Source: an optimization exercise on an open RTL-to-GDS flow (aim: small area, a short achievable clock period and few clock cycles). Production flows keep margins and buffers that such runs may drop.
In this exercise RTL edits were held to simulation tests only and were not proved equivalent to the original.
Power figures rest on the tool's default switching activity, not on a simulated workload.

==> design.v <==
module bdd_dec #(
    parameter MAX_FRAME = 32,
    parameter MIN_FRAME = 4
) (
    input  wire       clk,
    input  wire       rst,
    input  wire       adv,        
    input  wire       step,       
    input  wire       clr,        
    input  wire [7:0] bits,       
    input  wire       commit,     
    output wire       good,       
    output wire       ce,         
    output wire [1:0] fe,         
    output wire [4:0] len,        
    output wire [5:0] count_o,    
    output wire [4:0] base_o,     
    input  wire [4:0] rd_idx,
    output wire [7:0] rd_data
);
    localparam [15:0] CRC_POLY_R = 16'h8408;
    localparam [15:0] CRC_INIT   = 16'hFFFF;
    localparam [15:0] CRC_GOOD   = 16'hF0B8;
    function [15:0] crc_update;
        input [15:0] c;
        input [7:0]  b;
        integer k;
        begin
            crc_update = c ^ {8'h00, b};
            for (k = 0; k < 8; k = k + 1) begin
                if (crc_update[0])
                    crc_update = (crc_update >> 1) ^ CRC_POLY_R;
                else
                    crc_update = crc_update >> 1;
            end
        end
    endfunction
    reg  [7:1] w_r;         
    reg        in_frame;
    reg  [2:0] nbits;
    reg  [7:0] acc;
    reg  [7:0] w;
    reg        f;
    reg  [2:0] nb;
    reg  [7:0] a;
    reg        comp, ev1c, ev1a, ext, nev, rs;
    reg  [7:0] cb;
    reg        dbit;
    integer    i;
    always @(*) begin
        w    = clr ? 8'h00 : {w_r, 1'b0};
        f    = clr ? 1'b0 : in_frame;
        nb   = nbits;
        a    = acc;
        comp = 1'b0;
        cb   = acc;
        ev1c = 1'b0;
        ev1a = 1'b0;
        ext  = 1'b0;
        nev  = 1'b0;
        rs   = clr;
        for (i = 0; i < 8; i = i + 1) begin
            dbit = bits[7-i];
            w    = {dbit, w[7:1]};
            if (w == 8'h7E) begin
                if (f) begin
                    if (nev) ext = 1'b1; else ev1c = 1'b1;
                    nev = 1'b1;
                end
                f  = 1'b1;
                nb = 3'd0;
                rs = 1'b1;
            end else if (f && w == 8'hFE) begin
                if (nev) ext = 1'b1; else ev1a = 1'b1;
                nev = 1'b1;
                f   = 1'b0;
                rs  = 1'b1;
            end else if (f && ((w & 8'hFE) != 8'h7C)) begin
                a = {dbit, a[7:1]};
                if (nb == 3'd7) begin
                    comp = 1'b1;
                    cb   = a;
                    nb   = 3'd0;
                end else begin
                    nb = nb + 3'd1;
                end
            end
        end
    end
    reg        p_step, p_comp, p_ev1c, p_ev1a, p_ext, p_rs;
    reg  [7:0] p_cb;
    always @(posedge clk) begin
        if (rst) begin
            w_r      <= 7'd0;
            in_frame <= 1'b0;
            nbits    <= 3'd0;
            p_step   <= 1'b0;
        end else if (adv) begin
            p_step <= step;
            if (step) begin
                w_r      <= w[7:1];
                in_frame <= f;
                nbits    <= nb;
                acc      <= a;
                p_comp   <= comp;
                p_cb     <= cb;
                p_ev1c   <= ev1c;
                p_ev1a   <= ev1a;
                p_ext    <= ext;
                p_rs     <= rs;
            end
        end
    end
    reg  [5:0]  count;
    reg  [15:0] crc;
    reg  [4:0]  base;
    reg  [4:0]  wp;
    reg  [7:0]  ring [0:31];
    wire        wr        = p_comp && (count < MAX_FRAME);
    wire [5:0]  count_mid = count + {5'd0, wr};
    wire [15:0] crc_mid   = wr ? crc_update(crc, p_cb) : crc;
    wire [4:0]  wp_mid    = wp + {4'd0, wr};
    wire        long_en   = (count_mid >= MIN_FRAME);
    wire        crc_ok    = (crc_mid == CRC_GOOD);
    wire        is_good   = p_ev1c && long_en && crc_ok;
    assign good = p_step && is_good;
    assign ce   = p_step && p_ev1c && long_en && !crc_ok;
    assign fe   = p_step ? ({1'b0, p_ev1a | (p_ev1c & !is_good)} + {1'b0, p_ext}) : 2'd0;
    assign len  = count_mid[4:0] - 5'd2;
    assign count_o = count;
    assign base_o  = base;
    assign rd_data = ring[rd_idx];
    wire [4:0] base_n = (is_good && commit) ? (wp_mid - 5'd2) : base;
    always @(posedge clk) begin
        if (rst) begin
            count <= 6'd0;
            crc   <= CRC_INIT;
            base  <= 5'd0;
            wp    <= 5'd0;
        end else if (adv && p_step) begin
            if (p_rs) begin
                count <= 6'd0;
                crc   <= CRC_INIT;
                base  <= base_n;
                wp    <= base_n;
            end else begin
                count <= count_mid;
                crc   <= crc_mid;
                wp    <= wp_mid;
            end
        end
    end
    always @(posedge clk) begin
        if (adv && p_step && wr)
            ring[wp] <= p_cb;
    end
endmodule
module bdd_deframer (
    input  wire        clk,
    input  wire        rst,
    input  wire        in_valid,
    input  wire [7:0]  in_data,
    output wire        in_ready,
    output wire        out_valid,
    output wire [7:0]  out_data,
    input  wire        out_ready,
    output reg         chunk_done,
    output reg         locked,
    output reg         sel,
    output reg  [15:0] frame_count,
    output reg  [15:0] fcs_err_count,
    output reg  [15:0] in_byte_count,
    output reg  [15:0] out_byte_count
);
    localparam MAX_FRAME     = 32;
    localparam MIN_FRAME     = 4;
    localparam CHUNK_SIZE    = 34;
    localparam RESYNC_PERIOD = 4;
    localparam QD            = 4;    
    wire [5:0] count0, count1;
    wire [4:0] base0, base1;
    reg  [4:0] rp0, rp1;             
    reg  [2:0] q_cnt;
    wire [4:0] u0 = base0 - rp0;     
    wire [4:0] u1 = base1 - rp1;
    wire [5:0] s0 = count0[4:0] + u0;
    wire [5:0] s1 = count1[4:0] + u1;
    wire stall = (!count0[5] && s0[5]) || (!count1[5] && s1[5]) || (q_cnt == QD);
    wire adv   = !stall;
    reg  [5:0] byte_idx;
    reg  [1:0] phase;
    reg        r_v, r_first, r_last, r_eval;
    reg  [7:0] r_byte;
    wire blk    = r_v && r_last && r_eval;    
    assign in_ready = adv && !blk;
    wire take   = in_valid && in_ready;
    always @(posedge clk) begin
        if (rst) begin
            byte_idx <= 6'd0;
            phase    <= 2'd0;
            r_v      <= 1'b0;
        end else if (adv) begin
            r_v <= take;
            if (take) begin
                r_byte  <= in_data;
                r_first <= (byte_idx == 6'd0);
                r_last  <= (byte_idx == CHUNK_SIZE - 1);
                r_eval  <= (phase == 2'd0);
                if (byte_idx == CHUNK_SIZE - 1) begin
                    byte_idx <= 6'd0;
                    phase    <= phase + 2'd1;
                end else begin
                    byte_idx <= byte_idx + 6'd1;
                end
            end
        end
    end
    wire step0 = r_v && (r_eval || !sel);
    wire step1 = r_v && (r_eval ||  sel);
    wire clr0  = r_v && r_eval && r_first &&  sel;
    wire clr1  = r_v && r_eval && r_first && !sel;
    wire       good0, good1, ce0, ce1;
    wire [1:0] fe0, fe1;
    wire [4:0] len0, len1;
    wire [7:0] rd0, rd1;
    bdd_dec #(.MAX_FRAME(MAX_FRAME), .MIN_FRAME(MIN_FRAME)) u_dec0 (
        .clk(clk), .rst(rst), .adv(adv),
        .step(step0), .clr(clr0), .bits(r_byte),
        .commit(!sel), .good(good0), .ce(ce0), .fe(fe0), .len(len0),
        .count_o(count0), .base_o(base0),
        .rd_idx(rp0), .rd_data(rd0)
    );
    bdd_dec #(.MAX_FRAME(MAX_FRAME), .MIN_FRAME(MIN_FRAME)) u_dec1 (
        .clk(clk), .rst(rst), .adv(adv),
        .step(step1), .clr(clr1), .bits(~r_byte),
        .commit(sel), .good(good1), .ce(ce1), .fe(fe1), .len(len1),
        .count_o(count1), .base_o(base1),
        .rd_idx(rp1), .rd_data(rd1)
    );
    reg p_v, p_first, p_last, p_eval;
    always @(posedge clk) begin
        if (rst) begin
            p_v <= 1'b0;
        end else if (adv) begin
            p_v     <= r_v;
            p_first <= r_first;
            p_last  <= r_last;
            p_eval  <= r_eval;
        end
    end
    wire       good_sel = sel ? good1 : good0;
    wire       ce_sel   = sel ? ce1   : ce0;
    wire [4:0] len_sel  = sel ? len1  : len0;
    reg  [7:0] d_prev, d_cur;
    wire [7:0] d_cur_n = (p_first ? 8'd0 : d_cur) + {6'd0, fe1} - {6'd0, fe0};
    wire [8:0] d_tot   = {d_prev[7], d_prev} + {d_cur_n[7], d_cur_n};
    wire do_switch = sel ? (!d_tot[8] && (d_tot != 9'd0)) : d_tot[8];
    wire push = adv && good_sel;
    always @(posedge clk) begin
        if (rst) begin
            sel            <= 1'b0;
            locked         <= 1'b0;
            frame_count    <= 16'd0;
            fcs_err_count  <= 16'd0;
            in_byte_count  <= 16'd0;
            out_byte_count <= 16'd0;
            d_prev         <= 8'd0;
            d_cur          <= 8'd0;
            chunk_done     <= 1'b0;
        end else begin
            chunk_done <= 1'b0;
            if (adv && p_v) begin
                if (good_sel) begin
                    frame_count    <= frame_count + 16'd1;
                    out_byte_count <= out_byte_count + {11'd0, len_sel};
                end
                if (ce_sel)
                    fcs_err_count <= fcs_err_count + 16'd1;
                if (p_eval)
                    d_cur <= d_cur_n;
                if (p_last) begin
                    in_byte_count <= in_byte_count + CHUNK_SIZE;
                    chunk_done    <= 1'b1;
                end
                if (p_last && p_eval) begin
                    d_prev <= d_cur_n;
                    if (do_switch) begin
                        sel    <= ~sel;
                        locked <= 1'b0;
                    end else if (good_sel) begin
                        locked <= 1'b1;
                    end
                end else if (good_sel) begin
                    locked <= 1'b1;
                end
            end
        end
    end
    reg  [5:0] q_mem [0:QD-1];      
    reg  [1:0] q_wr, q_rd;
    wire       q_pop;
    always @(posedge clk) begin
        if (push)
            q_mem[q_wr] <= {sel, len_sel};
    end
    always @(posedge clk) begin
        if (rst) begin
            q_wr  <= 2'd0;
            q_rd  <= 2'd0;
            q_cnt <= 3'd0;
        end else begin
            if (push)  q_wr <= q_wr + 2'd1;
            if (q_pop) q_rd <= q_rd + 2'd1;
            q_cnt <= q_cnt + {2'd0, push} - {2'd0, q_pop};
        end
    end
    localparam [1:0] E_IDLE = 2'd0, E_LEN = 2'd1, E_PAY = 2'd2;
    reg  [1:0] e_st;
    reg        e_dec;
    reg  [4:0] e_len;
    reg  [4:0] e_rem;
    reg        o_valid;
    reg  [7:0] o_data;
    assign out_valid = o_valid;
    assign out_data  = o_data;
    wire load = !o_valid || out_ready;
    assign q_pop = load && (e_st == E_IDLE) && (q_cnt != 3'd0);
    wire [5:0] q_head = q_mem[q_rd];
    always @(posedge clk) begin
        if (rst) begin
            e_st    <= E_IDLE;
            o_valid <= 1'b0;
            rp0     <= 5'd0;
            rp1     <= 5'd0;
        end else if (load) begin
            case (e_st)
                E_PAY: begin
                    o_valid <= 1'b1;
                    o_data  <= e_dec ? rd1 : rd0;
                    if (e_dec) rp1 <= rp1 + 5'd1;
                    else       rp0 <= rp0 + 5'd1;
                    e_rem <= e_rem - 5'd1;
                    if (e_rem == 5'd1)
                        e_st <= E_IDLE;
                end
                E_LEN: begin
                    o_valid <= 1'b1;
                    o_data  <= {3'b000, e_len};
                    e_rem   <= e_len;
                    e_st    <= E_PAY;
                end
                default: begin
                    if (q_cnt != 3'd0) begin
                        o_valid <= 1'b1;
                        o_data  <= 8'h00;
                        e_dec   <= q_head[5];
                        e_len   <= q_head[4:0];
                        e_st    <= E_LEN;
                    end else begin
                        o_valid <= 1'b0;
                    end
                end
            endcase
        end
    end
endmodule
==> run.sh <==
#!/bin/bash
# synth_recipe.tcl (not shown) runs the flow's synth.tcl, then flattens the netlist and writes it again
# the make line also repeats each setting of config.mk as NAME=value (left out here)
make -C /OpenROAD-flow-scripts/flow DESIGN_CONFIG=/design/flow/config.mk WORK_HOME=/design/flow/orfs CLKGATE_MAP_FILE= SYNTH_SCRIPT=/design/flow/synth_recipe.tcl finish
==> config.mk <==
export PLATFORM = sky130hd
export DESIGN_NAME = bdd_deframer
export DESIGN_NICKNAME = bdd_deframer
export VERILOG_FILES = /design/flow/design.v
export SDC_FILE = /design/flow/constraint.sdc
export NUM_CORES = 4
export LEC_CHECK = 0
export CAP_MARGIN = 20
export CORE_MARGIN = 2
export CORE_UTILIZATION = 40
export SLEW_MARGIN = 20
==> constraint.sdc <==
create_clock -name core_clock -period 10.0 [get_ports {clk}]
set_input_delay 2.0000 -clock core_clock [delete_from_list [all_inputs] [get_ports {clk}]]
set_output_delay 2.0000 -clock core_clock [all_outputs]
set_load 0.01 [all_outputs]
==> results.txt <==
## cell usage in the layout (no fill, tap or decap), types with 28 or more instances in the layout
cell type,count
clkdlybuf4s50_1,86
nor2_1,388
dfxtp_1,206
nand4_1,38
inv_1,86
edfxtp_1,611
nand3_1,106
and3_1,40
mux4_2,166
o21ai_0,108
a211oi_1,41
and2_1,31
xor2_1,68
mux2_2,28
xnor2_1,90
ha_1,102
buf_4,43
o22ai_1,47
nor3_1,58
nand2b_1,47
nand2_1,224
mux2i_1,94
a21oi_1,173
clkbuf_16,86
## tightest hold or removal path: cells and delay by family, from the launching register on
kind	cells	cell delay (ps)
AO/OA/AOI/OAI	1	50
flip-flops	1	310
AND/OR/NAND/NOR	1	50
## metal layers
layer / wire [um] / part of all wire, % / vias up / track usage [%]
met5: 7 / 0.0069 / - / 0
li1: - / - / 13000 / -
met3: 5050 / 5.0 / 167 / 2.65
met1: 46900 / 46 / 13500 / 27.0
met2: 46500 / 46 / 751 / 29.7
met4: 2720 / 2.7 / 2 / 5.66
## registers in the layout, summed over array words and instances (netlist names), 15 cells and up, named ones only
name / count
fcs_err_count: 16
frame_count: 16
in_byte_count: 15
out_byte_count: 16
q_mem: 24
u_dec0.crc: 16
u_dec0.ring: 256
u_dec1.crc: 16
u_dec1.ring: 256
## cells in the mapped netlist (all sizes together) (23+ instances only)
cell type	instances
o21ai	120
mux2	30
buf	64
mux2i	97
dfxtp	210
edfxtp	611
nand2b	47
inv	87
nand3	108
a31oi	26
and3	40
and2	31
xor2	69
mux4	166
o211ai	29
nand4	40
nand2	230
a211oi	43
clkbuf	127
nor3	62
o22ai	47
nor2	396
ha	102
xnor2	94
nor4	23
a21oi	178
## power groups by stage
stage	registers [mW]	clock network [mW]	logic, mW
3_3_place_gp	4.01	0	1.47
6_report	3.93	3.15	1.50
5_1_grt	3.95	3.35	1.65
4_1_cts	3.94	3.23	1.49
2_1_floorplan	3.95	0	1.10
3_5_place_dp	4.01	0	1.48
## final timing paths
path / to
max: u_dec1.p_comp
min: d_cur[5]
max reg2reg: u_dec1.p_comp
min reg2reg: d_cur[5]
## final cells by class
type,instances,area (um^2)
Clock buffer,109,2270
Clock inverter,48,517
Fill cell,9317,56700
Inverter,89,337
Multi-Input combinational cell,2305,17900
Sequential cell,821,22600
Tap cell,1380,1730
Timing Repair Buffer,134,1260
## logic make-up after synthesis
kind of cell	after synthesis	synth area share [%]
DFF	821	54.3
buffers and inverters	280	2.74
adders and majority gates	109	3.41
xor gates and xnor gates	169	3.88
other	1	0.00904
muxes	293	12.2
AOI/OAI and AO/OA	627	10.2
and+or+nand+nor	1106	13.2
==> impl_metrics.env <==
export IMPL_placed_cell_area_um2=43700
export IMPL_p_leak_nw=15.8
export IMPL_min_period_over_period_pct=92.9
export IMPL_hold_viol=0
export IMPL_place_inst=4727
export IMPL_pwr_share_comb_pct=17.5
export IMPL_start_util_pct=40.2
export IMPL_drtIter0Drc=2198
export IMPL_setup_viol=0
export IMPL_grt_pass1_vias=27000
export IMPL_worstSkewPairLatency_ps=680
export IMPL_fin_ws_ps=711
export IMPL_cts_resized=0
export IMPL_num_vias=27400
export IMPL_coreArea_um2=103000
export IMPL_cts_sinks=821
export IMPL_synth_net_count=3527
export IMPL_antenna_found_initial=1
export IMPL_synth_distinct_cells=123
export IMPL_fmax_mhz=108
export IMPL_slowest_stage="nor4_2"
export IMPL_synth_edf_count=611
export IMPL_grt_max_degree=136
export IMPL_async_reset_ff_share_pct=0
export IMPL_crit_family="adder cells"
export IMPL_path_class="reg2reg"
export IMPL_synth_area_per_cell_um2=12.2
export IMPL_fp_dieH_um=326
export IMPL_p_sw_share_pct=27.9
export IMPL_cts_setup_buffers=0
export IMPL_clockRootBuffer="clkbuf_16"
export IMPL_synth_area_leader_cell="edfxtp_1"
export IMPL_place_ws_ps=873
export IMPL_cp_num_cells=35
export IMPL_cts_buffers=84
export IMPL_status="timing/DRC/antenna clean"
export IMPL_synthesis_area_um2=41500
export IMPL_synth_top_area_share_pct=44.2
export IMPL_die_area_um2=106000
export IMPL_cp_required_ps=10360
export IMPL_drive_gt1_share_pct=13.5
export IMPL_clockPowerShare_pct=36.7
export IMPL_overflow=0
export IMPL_critical_path_max_fanout=13
export IMPL_power_density_nw_per_um2=184
export IMPL_netSwitchingPower_mw=2.39
export IMPL_crit_buf_inv=0
export IMPL_cts_hold_buf=0
export IMPL_drtAntennaViolNets=0
export IMPL_finalClockSkew_ps=63.1
export IMPL_ys_seq_area_share_pct=54.3
export IMPL_hold_path_depth=2
export IMPL_hold_path_class="reg2reg"
export IMPL_port_buffers=87
export IMPL_rrSetupSlack_ps=710
export IMPL_reg2reg_from="r_eval"
export IMPL_rsz0062_at_grt="false"
export IMPL_synth_ff_type="edfxtp_1"
export IMPL_yosysWarningCount=2
export IMPL_drc_errors=0
export IMPL_cts_max_level=3
export IMPL_end_kind="register"
export IMPL_total_power_mw=8.58
export IMPL_worst_slew_margin_rel_pct=27.9
export IMPL_worstPathArrival_ps=9650
export IMPL_ys_ff_latch=821
export IMPL_rows=118
export IMPL_syn2layout_area_growth_pct=12.1
export IMPL_ios=89
export IMPL_hp_start="d_cur[5]"
export IMPL_fin_nets=3556
export IMPL_max_cap_violations=0
export IMPL_ir_drop_v=0.000124
export IMPL_dp_hpwl_um=68800
export IMPL_power_frac_seq_pct=45.8
export IMPL_fin_area_um2=46500
export IMPL_crit_top_cell="ha_1"
export IMPL_synth_area_top_cells="edfxtp_1, dfxtp_1, mux4_2"
export IMPL_tightest_slew_ps=1080
export IMPL_crit_path_start_kind="register"
export IMPL_clk_pin_slew_worst_paths_ps=60
export IMPL_clock_path_buffers=3
export IMPL_wl_per_cell_um=20.7
export IMPL_crit_start="r_eval"
export IMPL_rr_worst_depth=35
export IMPL_gp_congestion=0.899
export IMPL_fin_crit_ps=9290
export IMPL_vias_per_cell=5.60
export IMPL_slowest_delay_ps=710
export IMPL_routed_wl_um=101000
export IMPL_final_util_pct=45.1
export IMPL_slew_viol_final=0
export IMPL_grt_use_total_pct=18.8
export IMPL_timing_setup_tns_ps=0
export IMPL_syn_inst=3406
export IMPL_first_pass_iters=6
export IMPL_grt_pass1_wl_um=158000
export IMPL_die_x_um=326
export IMPL_cts_tree="yes"
export IMPL_hold_ws_ps=456
export IMPL_internal_power_mw=6.19
export IMPL_fin_cells=4886
export IMPL_diodes=0
Testbench counts, summed over its fixed seeds: cycles 6,677.

[re-timing with driven ports]
The results above use ideal ports. As a check the final layout listed here was re-extracted and re-timed, cells and wires unchanged.
Step 1, drivers: a clkbuf_16 drives clk and a buf_2 each remaining input, both assumed.
Step 2 times the ports against the registers' clock, not the clock port: input delays grow and output delays shrink by t, the midpoint of the rising clock arrivals with the driver on.
Three values: ideal, step 1, step 2; two values: the first two.
t, ns: 0.720
slack for setup (ns): 0.711 / 0.711 / 0.711
latest minus earliest clock arrival (ns): 0.064 / 0.064
slew at the worst register clock pin (ns): 0.07 / 0.07
worst slew at a driven data input, ns: 0.04
After both steps this run still meets setup and hold. For this run, drivers alone change the setup slack by 0.000 ns; drivers and shift together by 0.000 ns.
